Context: an optimization exercise on an open-source flow, tuned for small area. The choices shown serve that exercise and are no tape-out recipe. At most, simulation tests tie the RTL to the original design; equivalence was not proved. Power and IR drop assume default switching activity.

==> wip/sierra <==
==> flow/design.v <==
module bdi_core #(
  parameter N_CELLS    = 16,
  parameter T_SETTLE   = 4,
  parameter T_ACTION   = 1000,
  parameter T_DEBOUNCE = 4000
) (
  input             clk,
  input             rst,
  input             cmd_valid,
  output            cmd_ready,
  input      [31:0] cmd_word,
  input             btn1_n,
  input             btn2_n,
  output reg        ser,
  output            srclk,
  output            clr_n,
  output            rclk,
  output            oe_n,
  output reg        ind1,
  output reg        ind2,
  output     [2:0]  res,
  output reg [1:0]  ev,
  output            halted,
  output     [2:0]  flt,
  output     [15:0] finfo,
  output     [31:0] fcmd
);
  localparam OP_NOP    = 6'h00, OP_ENC   = 6'h01, OP_DEC    = 6'h02, OP_BSD   = 6'h03,
             OP_LSD    = 6'h04, OP_MAPCLR= 6'h05, OP_MAPU   = 6'h06, OP_MAPD  = 6'h07,
             OP_BUILD  = 6'h08, OP_INIT  = 6'h09, OP_PUSH   = 6'h0A, OP_SAMPLE= 6'h0B,
             OP_IND    = 6'h0C, OP_INDCLR= 6'h0D, OP_WAIT   = 6'h0E, OP_CYCLE = 6'h0F,
             OP_RUN    = 6'h10;
  localparam F_LEN = 3'd1, F_STATE = 3'd2, F_CELL = 3'd3, F_DOT = 3'd4,
             F_NOINIT = 3'd5, F_ILLEGAL = 3'd6;
  localparam S_IDLE   = 4'd0,
             S_EXEC   = 4'd1,
             S_STOP   = 4'd2,    
             S_WAIT   = 4'd3,    
             S_SAMPLE = 4'd4,    
             S_HOLD   = 4'd5,    
             S_COOL   = 4'd6,    
             S_LSTART = 4'd7,    
             S_CLR    = 4'd8,    
             S_REL    = 4'd9,    
             S_SER    = 4'd10,   
             S_HI     = 4'd11,   
             S_LO     = 4'd12,   
             S_LATCH  = 4'd13,   
             S_LDONE  = 4'd14;   
  localparam L_INIT = 3'b000, L_RUNINIT = 3'b001,
             L_PF   = 3'b100, L_POS = 3'b101, L_NEG = 3'b110, L_ZERO = 3'b111;
  reg [3:0]  st;
  reg [11:0] cnt;         
  reg [2:0]  lop;
  reg        run_mode;
  reg        link_init;
  reg [31:0] cmd_q;
  reg [1:0]  res_q;
  reg         f_built;      
  reg [3:0]   s_cell;
  reg [2:0]   s_dot;
  reg [1:0]   s_code;
  reg [191:0] fb;
  reg [11:0] pm_dat [0:15];
  reg [15:0] pm_flag;
  reg [7:0]  hi_min;      
  assign halted    = (st == S_STOP);
  assign cmd_ready = (st == S_IDLE);
  assign srclk     = (st == S_HI);
  assign rclk      = (st == S_LATCH);
  assign clr_n     = (st != S_CLR);
  assign oe_n      = ~link_init;
  assign res       = {1'b0, res_q};
  wire [5:0]  op  = cmd_q[31:26];
  wire [7:0]  cel = cmd_q[25:18];
  wire [2:0]  dot = cmd_q[17:15];
  wire [2:0]  tag = cmd_q[2:0];
  wire [11:0] len = cmd_q[11:0];
  reg illegal;
  always @* begin
    case (op)
      OP_NOP, OP_MAPCLR, OP_BUILD, OP_INIT, OP_SAMPLE, OP_INDCLR, OP_CYCLE, OP_RUN:
                       illegal = (cmd_q[25:0] != 0);
      OP_ENC:          illegal = (cmd_q[25:3] != 0);
      OP_DEC, OP_IND:  illegal = (cmd_q[25:2] != 0);
      OP_BSD, OP_LSD:  illegal = (cmd_q[14:3] != 0);
      OP_MAPU:         illegal = (cmd_q[17:3] != 0);
      OP_MAPD:         illegal = 1'b0;
      OP_PUSH:         illegal = (cmd_q[25:12] != 0);
      OP_WAIT:         illegal = (cmd_q[25:2] != 0) || (cmd_q[1:0] == 2'd3);
      default:         illegal = 1'b1;
    endcase
  end
  reg        bld_bad;
  reg [1:0]  bld_v;
  integer c;
  always @* begin
    bld_bad = 1'b0;
    bld_v   = 2'd0;
    for (c = 15; c >= 0; c = c - 1)
      if (pm_flag[c] && !pm_dat[c][2]) begin
        bld_bad = 1'b1;
        bld_v   = pm_dat[c][1:0];
      end
  end
  wire hi_any = (hi_min[7:4] != 4'd0);
  reg [2:0]  fc;
  reg [15:0] fi;
  always @* begin
    fc = 3'd0;
    fi = 16'd0;
    if (illegal) begin
      fc = F_ILLEGAL; fi = {10'd0, op};
    end else begin
      case (op)
        OP_ENC: if (tag[2]) begin fc = F_STATE; fi = {13'd0, tag}; end
        OP_BSD, OP_LSD: begin
          if (cel[7:4] != 4'd0) begin
            fc = F_CELL; fi = {8'd0, cel};
          end else if ((op == OP_BSD) ? (dot[2] & dot[1]) : (dot == 3'd0 || dot == 3'd7)) begin
            fc = F_DOT; fi = {13'd0, dot};
          end else if (tag[2]) begin
            fc = F_STATE; fi = {13'd0, tag};
          end
        end
        OP_BUILD: begin
          if (bld_bad) begin
            fc = F_STATE; fi = {13'd0, 1'b1, bld_v};
          end else if (hi_any) begin
            fc = F_CELL; fi = {8'd0, hi_min};
          end
        end
        OP_PUSH: begin
          if (len != 12'd192) begin
            fc = F_LEN; fi = {4'd0, len};
          end else if (!link_init) fc = F_NOINIT;
        end
        OP_CYCLE: if (!link_init) fc = F_NOINIT;
        default: ;
      endcase
    end
  end
  wire fault = (fc != 3'd0);
  assign flt   = halted ? fc : 3'd0;
  assign finfo = halted ? fi : 16'd0;
  assign fcmd  = halted ? cmd_q : 32'd0;
  wire exec_ok = (st == S_EXEC) && !fault;
  wire        is_mapu = (op == OP_MAPU);
  wire [17:0] mt = is_mapu ? {6{tag}} : cmd_q[17:0];
  wire        m_bad = mt[2] | mt[5] | mt[8] | mt[11] | mt[14] | mt[17];
  reg  [1:0]  m_v;        
  always @* begin
    m_v = mt[1:0];
    if      (mt[2])  m_v = mt[1:0];
    else if (mt[5])  m_v = mt[4:3];
    else if (mt[8])  m_v = mt[7:6];
    else if (mt[11]) m_v = mt[10:9];
    else if (mt[14]) m_v = mt[13:12];
    else if (mt[17]) m_v = mt[16:15];
  end
  wire [11:0] m_dat = {mt[16:15], mt[13:12], mt[10:9], mt[7:6], mt[4], mt[3] & ~m_bad, m_v};
  wire map_wr  = exec_ok && (op == OP_MAPU || op == OP_MAPD);
  wire map_clr = rst || (exec_ok && op == OP_MAPCLR);
  wire do_build = exec_ok && (op == OP_BUILD);
  wire [11:0] dec = cnt - 12'd1;
  wire        s0  = (cnt[1:0] == 2'd0);
  wire        idx0 = (cnt[9:2] == 8'd0);
  wire        c0  = (cnt == 12'd0);
  wire [11:0] dec_lo = {dec[11:6], (dec[5:3] == 3'd7) ? 3'd5 : dec[5:3], dec[2:0]};
  function pbit;
    input [2:0] src;
    input [3:0] pc;
    input [2:0] pd;
    input       po;
    reg   [11:0] cellbits;
    reg   [1:0]  dotbits;
    begin
      cellbits = fb[12*pc +: 12];
      dotbits  = cellbits[2*pd +: 2];
      case (src[1:0])
        2'd0: pbit = f_built ? dotbits[po] : ((pc == s_cell) && (pd == s_dot) && s_code[po]);
        2'd1: pbit = ~po;
        2'd2: pbit = po;
        default: pbit = 1'b0;
      endcase
    end
  endfunction
  wire [1:0] btn_ev = !btn1_n ? 2'd1 : !btn2_n ? 2'd2 : 2'd0;
  wire [2:0] sd_dot = (op == OP_LSD) ? dot - 3'd1 : dot;
  reg [11:0] cnt_n;
  reg        ser_ld;
  always @* begin
    cnt_n  = cnt;
    ser_ld = 1'b0;
    case (st)
      S_EXEC:
        if (op == OP_WAIT)
          cnt_n = (cmd_q[1:0] == 2'd0) ? T_SETTLE - 1 :
                  (cmd_q[1:0] == 2'd1) ? T_ACTION - 1 : T_DEBOUNCE - 1;
      S_WAIT, S_HOLD, S_COOL: cnt_n = dec;
      S_LSTART: begin
        cnt_n  = {2'b00, 4'd15, 3'd5, 1'b1, 2'd3};
        ser_ld = lop[2];
      end
      S_CLR, S_REL, S_SER, S_HI, S_LATCH: cnt_n = {cnt[11:2], dec[1:0]};
      S_LO: begin
        cnt_n  = dec_lo;
        ser_ld = s0 && !idx0;
      end
      S_LDONE: cnt_n = (lop == L_ZERO) ? T_DEBOUNCE - 1 : T_ACTION - 1;
      default: ;
    endcase
  end
  always @(posedge clk) begin
    cmd_q <= (st == S_IDLE) ? cmd_word : cmd_q;
    cnt   <= cnt_n;
    if (rst) begin
      st        <= S_IDLE;
      link_init <= 1'b0;
      ser       <= 1'b0;
      res_q     <= 2'd0;
      ev        <= 2'd0;
      ind1      <= 1'b0;
      ind2      <= 1'b0;
      f_built   <= 1'b0;
      s_code    <= 2'd0;
    end else begin
      if (ser_ld) ser <= pbit(lop, cnt_n[9:6], cnt_n[5:3], cnt_n[2]);
      case (st)
        S_IDLE: if (cmd_valid) st <= S_EXEC;
        S_EXEC: begin
          st <= S_IDLE;
          if (fault) st <= S_STOP;
          else begin
            case (op)
              OP_ENC: res_q <= tag[1:0];
              OP_DEC: res_q <= cmd_q[1:0];
              OP_BSD, OP_LSD: begin
                f_built <= 1'b0;
                s_cell  <= cel[3:0];
                s_dot   <= sd_dot;
                s_code  <= tag[1:0];
              end
              OP_BUILD: f_built <= 1'b1;
              OP_INIT: begin
                lop <= L_INIT;
                st  <= S_LSTART;
              end
              OP_PUSH: begin
                lop <= L_PF;
                st  <= S_LSTART;
              end
              OP_SAMPLE: ev <= btn_ev;
              OP_IND: begin
                if (cmd_q[1]) ind2 <= cmd_q[0];
                else          ind1 <= cmd_q[0];
              end
              OP_INDCLR: begin
                ind1 <= 1'b0;
                ind2 <= 1'b0;
              end
              OP_WAIT: st <= S_WAIT;
              OP_CYCLE: begin
                run_mode <= 1'b0;
                st       <= S_SAMPLE;
              end
              OP_RUN: begin
                run_mode <= 1'b1;
                lop      <= L_RUNINIT;
                st       <= S_LSTART;
              end
              default: ;
            endcase
          end
        end
        S_WAIT: if (c0) st <= S_IDLE;
        S_SAMPLE: begin
          if (!run_mode) ev <= btn_ev;
          if (!btn1_n) begin
            ind1 <= 1'b1;
            lop  <= L_POS;
            st   <= S_LSTART;
          end else if (!btn2_n) begin
            ind2 <= 1'b1;
            lop  <= L_NEG;
            st   <= S_LSTART;
          end else if (!run_mode) st <= S_IDLE;
        end
        S_HOLD: if (c0) begin
          lop <= L_ZERO;
          st  <= S_LSTART;
        end
        S_COOL: if (c0) st <= run_mode ? S_SAMPLE : S_IDLE;
        S_LSTART: begin
          if (!lop[2]) ser <= 1'b0;
          st <= lop[2] ? S_SER : S_CLR;
        end
        S_CLR: if (s0) st <= S_REL;
        S_REL: if (s0) begin
          link_init <= 1'b1;
          st        <= S_LDONE;
        end
        S_SER: if (s0) st <= S_HI;
        S_HI:  if (s0) st <= S_LO;
        S_LO:  if (s0) st <= idx0 ? S_LATCH : S_SER;
        S_LATCH: if (s0) st <= S_LDONE;
        S_LDONE: begin
          case (lop)
            L_RUNINIT: st <= S_SAMPLE;
            L_POS, L_NEG: st <= S_HOLD;
            L_ZERO: begin
              ind1 <= 1'b0;
              ind2 <= 1'b0;
              st   <= S_COOL;
            end
            default: st <= S_IDLE;
          endcase
        end
        default: ;
      endcase
    end
  end
  integer i;
  always @(posedge clk) begin
    for (i = 0; i < 16; i = i + 1) begin
      if (map_clr) begin
        pm_flag[i]   <= 1'b1;
        pm_dat[i][2] <= 1'b1;
      end else if (map_wr && cel == i) begin
        pm_flag[i] <= m_bad;
        pm_dat[i]  <= m_dat;
      end
      if (do_build) fb[12*i +: 12] <= pm_flag[i] ? 12'd0 : pm_dat[i];
    end
    if (map_clr) hi_min <= 8'd0;
    else if (map_wr && cel[7:4] != 4'd0 && (!hi_any || cel < hi_min)) hi_min <= cel;
  end
endmodule
==> flow/run.sh <==
#!/bin/bash
# synth_recipe.tcl (not shown) runs the flow's synth.tcl, then flattens the netlist and writes it again
# the make line also repeats each setting of config.mk as NAME=value (left out here)
make -C /OpenROAD-flow-scripts/flow DESIGN_CONFIG=/design/flow/config.mk WORK_HOME=/design/flow/orfs CLKGATE_MAP_FILE= SYNTH_SCRIPT=/design/flow/synth_recipe.tcl finish
==> flow/config.mk <==
export PLATFORM = sky130hd
export DESIGN_NAME = bdi_core
export DESIGN_NICKNAME = bdi_core
export VERILOG_FILES = /design/flow/design.v
export SDC_FILE = /design/flow/constraint.sdc
export NUM_CORES = 4
export LEC_CHECK = 0
export CAP_MARGIN = 20
export CORE_MARGIN = 2
export CORE_UTILIZATION = 40
export SLEW_MARGIN = 40
==> flow/constraint.sdc <==
create_clock -name core_clock -period 10.0 [get_ports {clk}]
set_input_delay 2.0000 -clock core_clock [delete_from_list [all_inputs] [get_ports {clk}]]
set_output_delay 2.0000 -clock core_clock [all_outputs]
set_load 0.01 [all_outputs]
==> inputs of wip/ember, as changes to wip/sierra <==
==> flow/design.v, changed modules only <==
module bdi_core #(
  parameter N_CELLS    = 16,
  parameter T_SETTLE   = 4,
  parameter T_ACTION   = 1000,
  parameter T_DEBOUNCE = 4000
) (
  input             clk,
  input             rst,
  input             cmd_valid,
  output            cmd_ready,
  input      [31:0] cmd_word,
  input             btn1_n,
  input             btn2_n,
  output reg        ser,
  output            srclk,
  output            clr_n,
  output            rclk,
  output            oe_n,
  output reg        ind1,
  output reg        ind2,
  output     [2:0]  res,
  output reg [1:0]  ev,
  output            halted,
  output     [2:0]  flt,
  output     [15:0] finfo,
  output     [31:0] fcmd
);
  localparam OP_NOP    = 6'h00, OP_ENC   = 6'h01, OP_DEC    = 6'h02, OP_BSD   = 6'h03,
             OP_LSD    = 6'h04, OP_MAPCLR= 6'h05, OP_MAPU   = 6'h06, OP_MAPD  = 6'h07,
             OP_BUILD  = 6'h08, OP_INIT  = 6'h09, OP_PUSH   = 6'h0A, OP_SAMPLE= 6'h0B,
             OP_IND    = 6'h0C, OP_INDCLR= 6'h0D, OP_WAIT   = 6'h0E, OP_CYCLE = 6'h0F,
             OP_RUN    = 6'h10;
  localparam F_LEN = 3'd1, F_STATE = 3'd2, F_CELL = 3'd3, F_DOT = 3'd4,
             F_NOINIT = 3'd5, F_ILLEGAL = 3'd6;
  localparam S_IDLE   = 4'd0,
             S_EXEC   = 4'd1,
             S_STOP   = 4'd2,    
             S_WAIT   = 4'd3,    
             S_SAMPLE = 4'd4,    
             S_HOLD   = 4'd5,    
             S_COOL   = 4'd6,    
             S_LSTART = 4'd7,    
             S_CLR    = 4'd8,    
             S_REL    = 4'd9,    
             S_SER    = 4'd10,   
             S_HI     = 4'd11,   
             S_LO     = 4'd12,   
             S_LATCH  = 4'd13,   
             S_LDONE  = 4'd14;   
  localparam L_INIT = 3'b000, L_RUNINIT = 3'b001,
             L_PF   = 3'b100, L_POS = 3'b101, L_NEG = 3'b110, L_ZERO = 3'b111;
  reg [3:0]  st;
  reg [11:0] cnt;         
  reg [2:0]  lop;
  reg        run_mode;
  reg        link_init;
  reg [31:0] cmd_q;
  reg [1:0]  res_q;
  reg         f_built;      
  reg [3:0]   s_cell;
  reg [2:0]   s_dot;
  reg [1:0]   s_code;
  reg [191:0] fb;
  reg [191:0] pm_d;       
  reg [15:0] pm_flag;
  reg [7:0]  hi_min;      
  assign halted    = (st == S_STOP);
  assign cmd_ready = (st == S_IDLE);
  assign srclk     = (st == S_HI);
  assign rclk      = (st == S_LATCH);
  assign clr_n     = (st != S_CLR);
  assign oe_n      = ~link_init;
  assign res       = {1'b0, res_q};
  wire [5:0]  op  = cmd_q[31:26];
  wire [7:0]  cel = cmd_q[25:18];
  wire [2:0]  dot = cmd_q[17:15];
  wire [2:0]  tag = cmd_q[2:0];
  wire [11:0] len = cmd_q[11:0];
  reg illegal;
  always @* begin
    case (op)
      OP_NOP, OP_MAPCLR, OP_BUILD, OP_INIT, OP_SAMPLE, OP_INDCLR, OP_CYCLE, OP_RUN:
                       illegal = (cmd_q[25:0] != 0);
      OP_ENC:          illegal = (cmd_q[25:3] != 0);
      OP_DEC, OP_IND:  illegal = (cmd_q[25:2] != 0);
      OP_BSD, OP_LSD:  illegal = (cmd_q[14:3] != 0);
      OP_MAPU:         illegal = (cmd_q[17:3] != 0);
      OP_MAPD:         illegal = 1'b0;
      OP_PUSH:         illegal = (cmd_q[25:12] != 0);
      OP_WAIT:         illegal = (cmd_q[25:2] != 0) || (cmd_q[1:0] == 2'd3);
      default:         illegal = 1'b1;
    endcase
  end
  reg        bld_bad;
  reg [1:0]  bld_v;
  integer c;
  always @* begin
    bld_bad = 1'b0;
    bld_v   = 2'd0;
    for (c = 15; c >= 0; c = c - 1)
      if (pm_flag[c] && pm_d[12*c+2]) begin
        bld_bad = 1'b1;
        bld_v   = pm_d[12*c +: 2];
      end
  end
  wire hi_any = (hi_min[7:4] != 4'd0);
  reg [2:0]  fc;
  reg [15:0] fi;
  always @* begin
    fc = 3'd0;
    fi = 16'd0;
    if (illegal) begin
      fc = F_ILLEGAL; fi = {10'd0, op};
    end else begin
      case (op)
        OP_ENC: if (tag[2]) begin fc = F_STATE; fi = {13'd0, tag}; end
        OP_BSD, OP_LSD: begin
          if (cel[7:4] != 4'd0) begin
            fc = F_CELL; fi = {8'd0, cel};
          end else if ((op == OP_BSD) ? (dot[2] & dot[1]) : (dot == 3'd0 || dot == 3'd7)) begin
            fc = F_DOT; fi = {13'd0, dot};
          end else if (tag[2]) begin
            fc = F_STATE; fi = {13'd0, tag};
          end
        end
        OP_BUILD: begin
          if (bld_bad) begin
            fc = F_STATE; fi = {13'd0, 1'b1, bld_v};
          end else if (hi_any) begin
            fc = F_CELL; fi = {8'd0, hi_min};
          end
        end
        OP_PUSH: begin
          if (len != 12'd192) begin
            fc = F_LEN; fi = {4'd0, len};
          end else if (!link_init) fc = F_NOINIT;
        end
        OP_CYCLE: if (!link_init) fc = F_NOINIT;
        default: ;
      endcase
    end
  end
  wire fault = (fc != 3'd0);
  assign flt   = halted ? fc : 3'd0;
  assign finfo = halted ? fi : 16'd0;
  assign fcmd  = halted ? cmd_q : 32'd0;
  wire exec_ok = (st == S_EXEC) && !fault;
  wire cmd_keep = (st == S_EXEC) || (st == S_STOP);
  wire        is_mapu = (op == OP_MAPU);
  wire [17:0] mt = is_mapu ? {6{tag}} : cmd_q[17:0];
  wire        m_bad = mt[2] | mt[5] | mt[8] | mt[11] | mt[14] | mt[17];
  reg  [1:0]  m_v;        
  always @* begin
    m_v = mt[1:0];
    if      (mt[2])  m_v = mt[1:0];
    else if (mt[5])  m_v = mt[4:3];
    else if (mt[8])  m_v = mt[7:6];
    else if (mt[11]) m_v = mt[10:9];
    else if (mt[14]) m_v = mt[13:12];
    else if (mt[17]) m_v = mt[16:15];
  end
  wire [11:0] m_dat = {mt[16:15], mt[13:12], mt[10:9], mt[7:6], mt[4], mt[3] | m_bad, m_v};
  wire map_wr  = exec_ok && !rst && (op == OP_MAPU || op == OP_MAPD);
  wire map_clr = rst || (exec_ok && op == OP_MAPCLR);
  wire do_build = exec_ok && (op == OP_BUILD);
  wire [11:0] dec = cnt - 12'd1;
  wire        s0  = (cnt[1:0] == 2'd0);
  wire        idx0 = (cnt[9:2] == 8'd0);
  wire        c0  = (cnt == 12'd0);
  wire [11:0] dec_lo = {dec[11:6], (dec[5:3] == 3'd7) ? 3'd5 : dec[5:3], dec[2:0]};
  reg [11:0] cnt_n;
  reg        ser_ld;
  wire [3:0] pc = cnt_n[9:6];
  wire [2:0] pd = cnt_n[5:3];
  wire       po = cnt_n[2];
  reg [11:0] sel_do;
  reg [15:0] sel_c;
  reg [15:0] cbit;
  reg        fbit;
  integer j;
  always @* begin
    for (j = 0; j < 12; j = j + 1) sel_do[j] = ({pd, po} == j);
    for (j = 0; j < 16; j = j + 1) sel_c[j] = (pc == j);
    for (j = 0; j < 16; j = j + 1) cbit[j] = |(fb[12*j +: 12] & sel_do);
    fbit = |(cbit & sel_c);
  end
  wire sbit = (pc == s_cell) && (pd == s_dot) && s_code[po];
  wire pbit = (lop[1:0] == 2'd0) ? (f_built ? fbit : sbit) :
              (lop[1:0] == 2'd1) ? ~po :
              (lop[1:0] == 2'd2) ? po : 1'b0;
  wire [1:0] btn_ev = !btn1_n ? 2'd1 : !btn2_n ? 2'd2 : 2'd0;
  wire [2:0] sd_dot = (op == OP_LSD) ? dot - 3'd1 : dot;
  always @* begin
    cnt_n  = cnt;
    ser_ld = 1'b0;
    case (st)
      S_EXEC:
        if (op == OP_WAIT)
          cnt_n = (cmd_q[1:0] == 2'd0) ? T_SETTLE - 1 :
                  (cmd_q[1:0] == 2'd1) ? T_ACTION - 1 : T_DEBOUNCE - 1;
      S_WAIT, S_HOLD, S_COOL: cnt_n = dec;
      S_LSTART: begin
        cnt_n  = {2'b00, 4'd15, 3'd5, 1'b1, 2'd3};
        ser_ld = lop[2];
      end
      S_CLR, S_REL, S_SER, S_HI, S_LATCH: cnt_n = {cnt[11:2], dec[1:0]};
      S_LO: begin
        cnt_n  = dec_lo;
        ser_ld = s0 && !idx0;
      end
      S_LDONE: cnt_n = (lop == L_ZERO) ? T_DEBOUNCE - 1 : T_ACTION - 1;
      default: ;
    endcase
  end
  always @(posedge clk) begin
    cmd_q <= ({32{cmd_ready}} & cmd_word) | ({32{cmd_keep}} & cmd_q);
    cnt   <= cnt_n;
    if (rst) begin
      st        <= S_IDLE;
      link_init <= 1'b0;
      ser       <= 1'b0;
      res_q     <= 2'd0;
      ev        <= 2'd0;
      ind1      <= 1'b0;
      ind2      <= 1'b0;
      f_built   <= 1'b0;
      s_code    <= 2'd0;
    end else begin
      if (ser_ld) ser <= pbit;
      case (st)
        S_IDLE: if (cmd_valid) st <= S_EXEC;
        S_EXEC: begin
          st <= S_IDLE;
          if (fault) st <= S_STOP;
          else begin
            case (op)
              OP_ENC: res_q <= tag[1:0];
              OP_DEC: res_q <= cmd_q[1:0];
              OP_BSD, OP_LSD: begin
                f_built <= 1'b0;
                s_cell  <= cel[3:0];
                s_dot   <= sd_dot;
                s_code  <= tag[1:0];
              end
              OP_BUILD: f_built <= 1'b1;
              OP_INIT: begin
                lop <= L_INIT;
                st  <= S_LSTART;
              end
              OP_PUSH: begin
                lop <= L_PF;
                st  <= S_LSTART;
              end
              OP_SAMPLE: ev <= btn_ev;
              OP_IND: begin
                if (cmd_q[1]) ind2 <= cmd_q[0];
                else          ind1 <= cmd_q[0];
              end
              OP_INDCLR: begin
                ind1 <= 1'b0;
                ind2 <= 1'b0;
              end
              OP_WAIT: st <= S_WAIT;
              OP_CYCLE: begin
                run_mode <= 1'b0;
                st       <= S_SAMPLE;
              end
              OP_RUN: begin
                run_mode <= 1'b1;
                lop      <= L_RUNINIT;
                st       <= S_LSTART;
              end
              default: ;
            endcase
          end
        end
        S_WAIT: if (c0) st <= S_IDLE;
        S_SAMPLE: begin
          if (!run_mode) ev <= btn_ev;
          if (!btn1_n) begin
            ind1 <= 1'b1;
            lop  <= L_POS;
            st   <= S_LSTART;
          end else if (!btn2_n) begin
            ind2 <= 1'b1;
            lop  <= L_NEG;
            st   <= S_LSTART;
          end else if (!run_mode) st <= S_IDLE;
        end
        S_HOLD: if (c0) begin
          lop <= L_ZERO;
          st  <= S_LSTART;
        end
        S_COOL: if (c0) st <= run_mode ? S_SAMPLE : S_IDLE;
        S_LSTART: begin
          if (!lop[2]) ser <= 1'b0;
          st <= lop[2] ? S_SER : S_CLR;
        end
        S_CLR: if (s0) st <= S_REL;
        S_REL: if (s0) begin
          link_init <= 1'b1;
          st        <= S_LDONE;
        end
        S_SER: if (s0) st <= S_HI;
        S_HI:  if (s0) st <= S_LO;
        S_LO:  if (s0) st <= idx0 ? S_LATCH : S_SER;
        S_LATCH: if (s0) st <= S_LDONE;
        S_LDONE: begin
          case (lop)
            L_RUNINIT: st <= S_SAMPLE;
            L_POS, L_NEG: st <= S_HOLD;
            L_ZERO: begin
              ind1 <= 1'b0;
              ind2 <= 1'b0;
              st   <= S_COOL;
            end
            default: st <= S_IDLE;
          endcase
        end
        default: ;
      endcase
    end
  end
  wire        nbuild = ~do_build;
  reg  [15:0] we_c, nwe_c, ld_c;
  reg  [191:0] pm_d_n;
  reg  [15:0] pm_flag_n;
  reg  [191:0] fb_n;
  integer i;
  always @* begin
    for (i = 0; i < 16; i = i + 1) begin
      we_c[i]  = map_wr && (cel == i);
      nwe_c[i] = ~we_c[i] & ~map_clr;    
      ld_c[i]  = do_build & ~pm_flag[i];
      pm_d_n[12*i +: 12] = ({12{we_c[i]}} & m_dat) | ({12{nwe_c[i]}} & pm_d[12*i +: 12]);
      pm_flag_n[i] = (we_c[i] & m_bad) | (~we_c[i] & pm_flag[i]) | map_clr;
      fb_n[12*i +: 12] = ({12{ld_c[i]}} & pm_d[12*i +: 12]) | ({12{nbuild}} & fb[12*i +: 12]);
    end
  end
  always @(posedge clk) begin
    pm_d    <= pm_d_n;
    pm_flag <= pm_flag_n;
    fb      <= fb_n;
    if (map_clr) hi_min <= 8'd0;
    else if (map_wr && cel[7:4] != 4'd0 && (!hi_any || cel < hi_min)) hi_min <= cel;
  end
endmodule
ABC_AREA = 1   (was unset)
CTS_BUF_LIST = sky130_fd_sc_hd__clkbuf_8   (was unset)
CTS_CLUSTER_DIAMETER = 45   (was unset)
CTS_CLUSTER_SIZE = 20   (was unset)
==> comparison table <==
item	wip/ember	wip/sierra
Result of the run	timing/DRC/antenna clean	timing/DRC/antenna clean
Transition time at the pin with the least slew margin	0.8545 ns	0.8530 ns
Start point of the worst min-delay path	ind2	pm_dat[3][2]
Distinct cell type count after synthesis	54	87
Library cell contributing the largest single delay on the critical path	sky130_fd_sc_hd__clkdlybuf4s50_1	sky130_fd_sc_hd__dfxtp_1
Clock buffer count from CTS	52	51
Height of the die	231.4 um	236.9 um
Launching instance or port of the critical path	cmd_q[28]	pm_flag[14]
Largest area contributor in the netlist	sky130_fd_sc_hd__dfxtp_1	sky130_fd_sc_hd__edfxtp_1
Worst Path Max Fanout	19	15
Placed cells	3435	2538
Synthesis-to-finish area growth	11.87%	15.52%
Sw Share	40.47%	34.51%
Wire length after detailed routing	67570 um	63500 um
Total die area	0.05353 mm2	0.05611 mm2
PnR Total Power	0.004910 W	0.006018 W
N_taps	680	696
Peak supply drop	0.1350 mV	0.1373 mV
Routed wire per std cell	19.12 um	24.10 um
Only the layout flow was run in wip/sierra; the RTL was not checked for function there.

re-timing with driven ports:
No port has a modelled driver above. Below, the same layouts with a new extraction and two added sets of constraints. Step 1 assumes that a clkbuf_16 drives the clock port and a buf_2 every other input. Step 2 adds t to the input delays and takes it off the output delays; t is the mean of the earliest and latest rising clock arrival at the registers after step 1. Input paths then give back, and output paths get back, about the clock's delay inside the block. a / b / c = ideal / step 1 / step 2; a / b = the first two.
| run | t, ns | setup WS [ns] | hold slack, ns | clock arrival spread, ns |
|---|---|---|---|---|
| wip/sierra | 0.647 | 3.544 / 3.488 / 4.135 | 0.493 / 0.493 / 0.493 | 0.038 / 0.038 |
| wip/ember | 0.719 | 4.212 / 4.158 / 4.877 | 0.454 / 0.454 / 0.454 | 0.052 / 0.052 |
After both steps setup and hold are still met in every run listed.
